What follows belongs to an exercise in optimizing a design on an open flow for small area; a production flow would make more cautious choices.
Function was checked by simulation only, so behaviour that the tests miss may differ from the original.
Power and IR drop assume default switching activity.

Setup of try-amber:
==> flow/design.v (excerpt) <==
module timerext_core #(
    parameter [31:0] BACKDATE = 32'd64
) (
    input  wire        clk,
    input  wire        rst,
    input  wire        tick,
    input  wire        cmd_valid,
    output wire        cmd_ready,
    input  wire [87:0] cmd,
    output reg         rsp_valid,
    output reg  [33:0] rsp,
    output reg         ev_valid,
    output wire [15:0] ev_word,
    output reg         ev2_valid,
    output wire [15:0] ev2_word,
    output reg         pin
);
Size: roughly 1600 cells after synthesis, ~160 I/O pins, roughly 0.015 sq mm of cells after synthesis.
export LEC_CHECK = 0
export ABC_AREA = 1
export CAP_MARGIN = 20
export CORE_MARGIN = 2
export CORE_UTILIZATION = 40
export CTS_BUF_LIST = sky130_fd_sc_hd__clkbuf_8
export CTS_CLUSTER_DIAMETER = 80
export CTS_CLUSTER_SIZE = 12
export PLACE_DENSITY = 0.7
export SLEW_MARGIN = 20
create_clock -name core_clock -period 12.0 [get_ports {clk}]
standard.sh (not shown) runs the stock make flow with config.mk's settings and CLKGATE_MAP_FILE= SYNTH_SCRIPT=/design/flow/synth_recipe.tcl, a recipe that flattens the netlist after the stock synthesis.
==> flow/flow/run.sh <==
#!/bin/bash
# Layout flow: the standard flow (standard.sh) with three changes.
#  1. After the standard synthesis, ABC re-maps the combinational logic
#     between the registers for area (flow/resynth.ys.in with the scripts
#     flow/area*.abc; the smallest result is kept). The registers keep the
#     standard synthesis's instances, names and cells.
#  2. Ports are buffered with sky130_fd_sc_hd__buf_1 (one buffer per port, as
#     the standard flow does, with a smaller cell).
#  3. Clock tree synthesis with sky130_fd_sc_hd__clkbuf_8 buffers on clusters of
#     at most 12 registers, and no dummy loads.
# Each tool's output goes to a log file in this folder.
set -euo pipefail
W=$(pwd)
R=$W/orfs/results/$FLOW_PLATFORM/timerext_core/base
O=$W/orfs/objects/$FLOW_PLATFORM/timerext_core/base
LIB=$FLOW_HOME/platforms/$FLOW_PLATFORM/lib/sky130_fd_sc_hd__tt_025C_1v80.lib
YOSYS=$FLOW_HOME/../tools/install/yosys/bin/yosys
[[ -x $YOSYS ]] || YOSYS=yosys

bash standard.sh synth > standard_synth.log 2>&1
cp $R/1_2_yosys.v $W/1_2_yosys_standard.v

best=""
best_area=""
for abc in $W/flow/area*.abc; do
    n=$(basename $abc .abc)
    sed -e "s#@LIB@#$LIB#g" -e "s#@IN@#$W/1_2_yosys_standard.v#" -e "s#@OUT@#$W/resynth_$n.v#" \
        -e "s#@TOP@#$FLOW_TOP#" -e "s#@ABC@#$abc#" -e "s#@CONSTR@#$O/abc.constr#" \
        -e "s#@STAT@#$W/resynth_stat_$n.txt#" flow/resynth.ys.in > resynth_$n.ys
    if $YOSYS -s resynth_$n.ys > resynth_$n.log 2>&1; then
        a=$(awk '/Chip area/ {print $NF}' $W/resynth_stat_$n.txt)
        if [[ -n "$a" ]] && { [[ -z "$best_area" ]] || awk -v a=$a -v b=$best_area 'BEGIN {exit !(a < b)}'; }; then
            best=$n
            best_area=$a
        fi
    fi
done
echo "kept $best ($best_area um2)" > resynth_choice.txt
cp $W/resynth_$best.v $R/1_2_yosys.v
rm -f $R/1_synth.odb $R/1_synth.sdc
bash standard.sh BUFFER_PORTS_ARGS="-buffer_cell sky130_fd_sc_hd__buf_1" \
    CTS_ARGS="-sink_clustering_enable -repair_clock_nets -dont_use_dummy_load -buf_list sky130_fd_sc_hd__clkbuf_8 -sink_clustering_size 12 -sink_clustering_max_diameter 80" \
    finish > standard_finish.log 2>&1
==> flow/flow/area0.abc <==
strash
ifraig
dc2
drw
drf
dc2
&get -n
&st
&deepsyn -T 60
&nf -a -R 1000
&put
topo
==> flow/flow/area1.abc <==
strash
ifraig
dc2
drw
drf
dc2
&get -n
&st
&deepsyn -T 60
&dch -f
&nf -a -R 1000
&put
topo
==> flow/flow/area2.abc <==
strash
ifraig
dc2
drw
drf
dc2
&get -n
&st
&dch -f
&nf -a -R 1000
&put
topo
dnsize -c
==> flow/flow/area3.abc <==
strash
ifraig
dc2
drw
drf
dc2
&get -n
&st
&deepsyn -T 60
&nf -a -R 1000
&put
strash
&get -n
&st
&deepsyn -T 30
&nf -a -R 1000
&put
topo
Other scripts of this flow, unchanged in this note and not shown: flow/flow/resynth.ys.in
try-amber was carried through to the last stage, and its layout satisfied the timing, DRC and antenna checks.
The inputs of try-raven differ from those of try-amber as listed below.
# try-amber
export LEC_CHECK = 0
export ABC_AREA = 1
export CAP_MARGIN = 20
export CORE_MARGIN = 2
export CORE_UTILIZATION = 40
export CTS_BUF_LIST = sky130_fd_sc_hd__clkbuf_8
export CTS_CLUSTER_DIAMETER = 80
export CTS_CLUSTER_SIZE = 12
export PLACE_DENSITY = 0.7
export SLEW_MARGIN = 20
create_clock -name core_clock -period 12.0 [get_ports {clk}]
# try-raven
export LEC_CHECK = 0
export ABC_AREA = 1
export CAP_MARGIN = 20
export CORE_MARGIN = 2
export CORE_UTILIZATION = 40
export CTS_BUF_LIST = sky130_fd_sc_hd__clkbuf_8
export CTS_CLUSTER_DIAMETER = 80
export CTS_CLUSTER_SIZE = 12
export PLACE_DENSITY = 0.6
export SLEW_MARGIN = 20
create_clock -name core_clock -period 12.0 [get_ports {clk}]
==> flow/flow/run.sh <==
#!/bin/bash
# Layout flow: the standard flow (standard.sh) with two changes.
#  1. After the standard synthesis, ABC re-maps the combinational logic
#     between the registers for area (flow/resynth.ys.in, flow/area.abc). The
#     registers keep the standard synthesis's instances, names and cells.
#  2. Ports are buffered with sky130_fd_sc_hd__buf_1 (one buffer per port, as
#     the standard flow does, with a smaller cell).
#  3. Clock tree synthesis with sky130_fd_sc_hd__clkbuf_8 buffers on clusters of
#     at most 12 registers, and no dummy loads.
# Each tool's output goes to a log file in this folder.
set -euo pipefail
W=$(pwd)
R=$W/orfs/results/$FLOW_PLATFORM/timerext_core/base
O=$W/orfs/objects/$FLOW_PLATFORM/timerext_core/base
LIB=$FLOW_HOME/platforms/$FLOW_PLATFORM/lib/sky130_fd_sc_hd__tt_025C_1v80.lib
YOSYS=$FLOW_HOME/../tools/install/yosys/bin/yosys
[[ -x $YOSYS ]] || YOSYS=yosys

bash standard.sh synth > standard_synth.log 2>&1
cp $R/1_2_yosys.v $W/1_2_yosys_standard.v
sed -e "s#@LIB@#$LIB#g" -e "s#@IN@#$W/1_2_yosys_standard.v#" -e "s#@OUT@#$R/1_2_yosys.v#" \
    -e "s#@TOP@#$FLOW_TOP#" -e "s#@ABC@#$W/flow/area.abc#" -e "s#@CONSTR@#$O/abc.constr#" \
    -e "s#@STAT@#$W/resynth_stat.txt#" flow/resynth.ys.in > resynth.ys
$YOSYS -s resynth.ys > resynth.log 2>&1
rm -f $R/1_synth.odb $R/1_synth.sdc
bash standard.sh BUFFER_PORTS_ARGS="-buffer_cell sky130_fd_sc_hd__buf_1" \
    CTS_ARGS="-sink_clustering_enable -repair_clock_nets -dont_use_dummy_load -buf_list sky130_fd_sc_hd__clkbuf_8 -sink_clustering_size 12 -sink_clustering_max_diameter 80" \
    finish > standard_finish.log 2>&1
==> flow/flow/area.abc (new file) <==
strash
ifraig
dc2
drw
drf
dc2
&get -n
&st
&dch -f
&nf -a
&put
topo
dnsize -c
removed: flow/flow/area0.abc
removed: flow/flow/area1.abc
removed: flow/flow/area2.abc
removed: flow/flow/area3.abc
==> results.txt <==
A group drawing the most power of combinational logic is what try-amber shows, while sequential cells belongs to try-raven.
Diff try-amber and try-raven: measured slew at the worst slew-check pin lower in try-amber
Cell depth of the worst hold path: lower on try-amber
Taking try-amber as the reference, in try-raven global-route wire length before repair +8.0 mm, leakage dissipation +about 7%, area of the core region +about 3.6%, synthesized cell count +7.7%, first-iteration DRC count -about 5.4%.
Of try-raven and try-amber, it is try-raven that has the higher overall die area.
Critical path startpoint: isr_pc[2]$_SDFF_PP0_ -> try-amber, cmd[4] -> try-raven
For try-raven, the critical setup path kind was input port to flip-flop, unlike try-amber, where it was flip-flop to flip-flop.
Compared with try-amber, try-raven improves tightest hold margin.
Here is what was changed in the inputs of try-juniper compared with try-raven.
# try-raven
export LEC_CHECK = 0
export ABC_AREA = 1
export CAP_MARGIN = 20
export CORE_MARGIN = 2
export CORE_UTILIZATION = 40
export CTS_BUF_LIST = sky130_fd_sc_hd__clkbuf_8
export CTS_CLUSTER_DIAMETER = 80
export CTS_CLUSTER_SIZE = 12
export PLACE_DENSITY = 0.6
export SLEW_MARGIN = 20
create_clock -name core_clock -period 12.0 [get_ports {clk}]
# try-juniper
export LEC_CHECK = 0
export ABC_AREA = 1
export CAP_MARGIN = 20
export CORE_MARGIN = 2
export CORE_UTILIZATION = 40
export CTS_BUF_LIST = sky130_fd_sc_hd__clkbuf_8
export CTS_CLUSTER_DIAMETER = 80
export CTS_CLUSTER_SIZE = 12
export PLACE_DENSITY = 0.7
export SLEW_MARGIN = 20
create_clock -name core_clock -period 12.0 [get_ports {clk}]
==> flow/flow/run.sh <==
#!/bin/bash
# Layout flow: the standard flow (standard.sh) with three changes.
#  1. After the standard synthesis, ABC re-maps the combinational logic
#     between the registers for area (flow/resynth.ys.in with the scripts
#     flow/area*.abc; the smallest result is kept). The registers keep the
#     standard synthesis's instances, names and cells.
#  2. Ports are buffered with sky130_fd_sc_hd__buf_1 (one buffer per port, as
#     the standard flow does, with a smaller cell).
#  3. Clock tree synthesis with sky130_fd_sc_hd__clkbuf_8 buffers on clusters of
#     at most 12 registers, and no dummy loads.
# Each tool's output goes to a log file in this folder.
set -euo pipefail
W=$(pwd)
R=$W/orfs/results/$FLOW_PLATFORM/timerext_core/base
O=$W/orfs/objects/$FLOW_PLATFORM/timerext_core/base
LIB=$FLOW_HOME/platforms/$FLOW_PLATFORM/lib/sky130_fd_sc_hd__tt_025C_1v80.lib
YOSYS=$FLOW_HOME/../tools/install/yosys/bin/yosys
[[ -x $YOSYS ]] || YOSYS=yosys

bash standard.sh synth > standard_synth.log 2>&1
cp $R/1_2_yosys.v $W/1_2_yosys_standard.v

best=""
best_area=""
for abc in $W/flow/area*.abc; do
    n=$(basename $abc .abc)
    sed -e "s#@LIB@#$LIB#g" -e "s#@IN@#$W/1_2_yosys_standard.v#" -e "s#@OUT@#$W/resynth_$n.v#" \
        -e "s#@TOP@#$FLOW_TOP#" -e "s#@ABC@#$abc#" -e "s#@CONSTR@#$O/abc.constr#" \
        -e "s#@STAT@#$W/resynth_stat_$n.txt#" flow/resynth.ys.in > resynth_$n.ys
    if $YOSYS -s resynth_$n.ys > resynth_$n.log 2>&1; then
        a=$(awk '/Chip area/ {print $NF}' $W/resynth_stat_$n.txt)
        if [[ -n "$a" ]] && { [[ -z "$best_area" ]] || awk -v a=$a -v b=$best_area 'BEGIN {exit !(a < b)}'; }; then
            best=$n
            best_area=$a
        fi
    fi
done
echo "kept $best ($best_area um2)" > resynth_choice.txt
cp $W/resynth_$best.v $R/1_2_yosys.v
rm -f $R/1_synth.odb $R/1_synth.sdc
bash standard.sh BUFFER_PORTS_ARGS="-buffer_cell sky130_fd_sc_hd__buf_1" \
    CTS_ARGS="-sink_clustering_enable -repair_clock_nets -dont_use_dummy_load -buf_list sky130_fd_sc_hd__clkbuf_8 -sink_clustering_size 12 -sink_clustering_max_diameter 80" \
    finish > standard_finish.log 2>&1
==> flow/flow/area0.abc (new file) <==
strash
ifraig
dc2
drw
drf
dc2
&get -n
&st
&deepsyn -T 60
&nf -a -R 1000
&put
topo
==> flow/flow/area1.abc (new file) <==
strash
ifraig
dc2
drw
drf
dc2
&get -n
&st
&deepsyn -T 60
&dch -f
&nf -a -R 1000
&put
topo
==> flow/flow/area2.abc (new file) <==
strash
ifraig
dc2
drw
drf
dc2
&get -n
&st
&dch -f
&nf -a -R 1000
&put
topo
dnsize -c
removed: flow/flow/area.abc
[summary]
try-raven → try-juniper: final area went down by 4.2%, estimated wirelength of the detail-placed design went down by about 11%, worst setup slack went down by 1600 ps, sequential share of layout area went up by 1.7 points. try-juniper vs. try-raven: worst max-slew margin expressed relative to the limit rose 6.6 points; fmax fell 0.016 GHz.
Input-level comparison between try-pepper and try-juniper:
# try-juniper
export LEC_CHECK = 0
export ABC_AREA = 1
export CAP_MARGIN = 20
export CORE_MARGIN = 2
export CORE_UTILIZATION = 40
export CTS_BUF_LIST = sky130_fd_sc_hd__clkbuf_8
export CTS_CLUSTER_DIAMETER = 80
export CTS_CLUSTER_SIZE = 12
export PLACE_DENSITY = 0.7
export SLEW_MARGIN = 20
create_clock -name core_clock -period 12.0 [get_ports {clk}]
# try-pepper
export LEC_CHECK = 0
export ABC_AREA = 1
export CAP_MARGIN = 20
export CORE_MARGIN = 2
export CORE_UTILIZATION = 50
export CTS_BUF_LIST = sky130_fd_sc_hd__clkbuf_8
export CTS_CLUSTER_DIAMETER = 80
export CTS_CLUSTER_SIZE = 12
export PLACE_DENSITY = 0.7
export SLEW_MARGIN = 20
create_clock -name core_clock -period 12.0 [get_ports {clk}]
==> flow/flow/area3.abc (new file) <==
strash
ifraig
dc2
drw
drf
dc2
&get -n
&st
&deepsyn -T 60
&nf -a -R 1000
&put
strash
&get -n
&st
&deepsyn -T 30
&nf -a -R 1000
&put
topo
try-pepper went all the way through the flow, and no timing, DRC or antenna check failed. The faster design of the two is try-pepper; try-juniper tops out lower. Of the two values seen for end of the critical path, ps_end[17]$_DFFE_PP_ was produced by try-pepper and ps_end[8]$_DFFE_PP_ by try-juniper. Per the comparison of try-pepper with try-juniper, clock period minus final worst setup slack has decreased, fill cell total of the finished layout has decreased, number of tapcells has decreased, critical-path maximum fanout has decreased. Changes observed in try-pepper relative to try-juniper: final sequential cell count neither gained nor lost much; detailed-router iteration count before antenna repair now smaller. sequential cells as the leading power group was reported by try-juniper, and combinational logic by try-pepper. The final reports for try-pepper and try-juniper show transition time at the pin with the least slew margin lower in the former. Comparing try-pepper and try-juniper, the lower synthesized cell count was measured on try-pepper. try-pepper: finished layout cell area 110 sq um below try-juniper.
Inputs modified between try-pepper and try-maple:
# try-pepper
export LEC_CHECK = 0
export ABC_AREA = 1
export CAP_MARGIN = 20
export CORE_MARGIN = 2
export CORE_UTILIZATION = 50
export CTS_BUF_LIST = sky130_fd_sc_hd__clkbuf_8
export CTS_CLUSTER_DIAMETER = 80
export CTS_CLUSTER_SIZE = 12
export PLACE_DENSITY = 0.7
export SLEW_MARGIN = 20
create_clock -name core_clock -period 12.0 [get_ports {clk}]
# try-maple
export LEC_CHECK = 0
export ABC_AREA = 1
export CAP_MARGIN = 5
export CORE_MARGIN = 2
export CORE_UTILIZATION = 40
export CTS_BUF_LIST = sky130_fd_sc_hd__clkbuf_8
export CTS_CLUSTER_DIAMETER = 80
export CTS_CLUSTER_SIZE = 12
export PLACE_DENSITY = 0.6
export SLEW_MARGIN = 5
create_clock -name core_clock -period 12.0 [get_ports {clk}]
==> flow/flow/run.sh <==
#!/bin/bash
# Layout flow: the standard flow (standard.sh) with two changes.
#  1. After the standard synthesis, ABC re-maps the combinational logic
#     between the registers for area (flow/resynth.ys.in, flow/area.abc). The
#     registers keep the standard synthesis's instances, names and cells.
#  2. Ports are buffered with sky130_fd_sc_hd__buf_1 (one buffer per port, as
#     the standard flow does, with a smaller cell).
#  3. Clock tree synthesis with sky130_fd_sc_hd__clkbuf_8 buffers on clusters of
#     at most 12 registers, and no dummy loads.
# Each tool's output goes to a log file in this folder.
set -euo pipefail
W=$(pwd)
R=$W/orfs/results/$FLOW_PLATFORM/timerext_core/base
O=$W/orfs/objects/$FLOW_PLATFORM/timerext_core/base
LIB=$FLOW_HOME/platforms/$FLOW_PLATFORM/lib/sky130_fd_sc_hd__tt_025C_1v80.lib
YOSYS=$FLOW_HOME/../tools/install/yosys/bin/yosys
[[ -x $YOSYS ]] || YOSYS=yosys

bash standard.sh synth > standard_synth.log 2>&1
cp $R/1_2_yosys.v $W/1_2_yosys_standard.v
sed -e "s#@LIB@#$LIB#g" -e "s#@IN@#$W/1_2_yosys_standard.v#" -e "s#@OUT@#$R/1_2_yosys.v#" \
    -e "s#@TOP@#$FLOW_TOP#" -e "s#@ABC@#$W/flow/area.abc#" -e "s#@CONSTR@#$O/abc.constr#" \
    -e "s#@STAT@#$W/resynth_stat.txt#" flow/resynth.ys.in > resynth.ys
$YOSYS -s resynth.ys > resynth.log 2>&1
rm -f $R/1_synth.odb $R/1_synth.sdc
bash standard.sh BUFFER_PORTS_ARGS="-buffer_cell sky130_fd_sc_hd__buf_1" \
    CTS_ARGS="-sink_clustering_enable -repair_clock_nets -dont_use_dummy_load -buf_list sky130_fd_sc_hd__clkbuf_8 -sink_clustering_size 12 -sink_clustering_max_diameter 80" \
    finish > standard_finish.log 2>&1
==> flow/flow/area.abc (new file) <==
strash
ifraig
dc2
drw
drf
dc2
&get -n
&st
&dch -f
&nf -a
&put
topo
dnsize -c
removed: flow/flow/area0.abc
removed: flow/flow/area1.abc
removed: flow/flow/area2.abc
removed: flow/flow/area3.abc
==> results.txt <==
- try-maple vs. try-pepper: register-to-register setup slack went up by 2480 ps.
- Re fraction of standard cell area that is sequential: try-maple is 1.9 points down on try-pepper.
- Compared with try-pepper, try-maple shows cell area higher by 5.1%.
- On try-maple: total number of vias is about 5.6% higher than what try-pepper gave.
- Run comparison: try-maple type of the worst setup path input port to flip-flop; try-pepper type of the worst setup path flip-flop to flip-flop
- The final layout from try-maple, which completed every stage, passed the timing, DRC and antenna checks at the end of the flow.
- Wire length in try-maple is about 13% higher than in try-pepper
- Relative to try-pepper, worst hold slack after final layout has increased by 10 ps in try-maple.
- Timing endpoint of the critical path: ps_end[17]$_DFFE_PP_ -> try-pepper, pin$_SDFF_PP0_ -> try-maple

[separate check: timing with driven ports]
Ports are ideal in the flow. The routed layouts listed here were re-timed in OpenROAD.
Step 1 (the two cells are an assumption about what drives the block):
set clk [get_ports {clk}]
set_driving_cell -lib_cell sky130_fd_sc_hd__clkbuf_16 $clk
set_driving_cell -lib_cell sky130_fd_sc_hd__buf_2 [delete_from_list [all_inputs] $clk]
Step 2, shift: input delay + t, output delay - t, t = (earliest + latest rising clock arrival at the registers) / 2. This alone moves slack from input paths to output paths.
Three values: ideal ports, drivers, drivers and shift; two values: the first two.
run	t (ns)	setup slack, ns	clock arrival spread, ns	pins driven straight from the clock port
try-amber	0.658	1.864 / 1.865 / 1.642	0.043 / 0.042	1
try-raven	0.657	2.671 / 2.695 / 2.038	0.023 / 0.023	1
try-juniper	0.649	1.068 / 1.068 / 0.829	0.066 / 0.066	1
try-pepper	0.617	1.467 / 1.467 / 1.467	0.029 / 0.029	1
try-maple	0.663	2.647 / 2.671 / 2.008	0.062 / 0.062	1
After both steps setup and hold are still met in every run listed. For try-maple, which loses most, drivers alone change the setup slack by +0.024 ns; drivers and shift together by -0.639 ns.
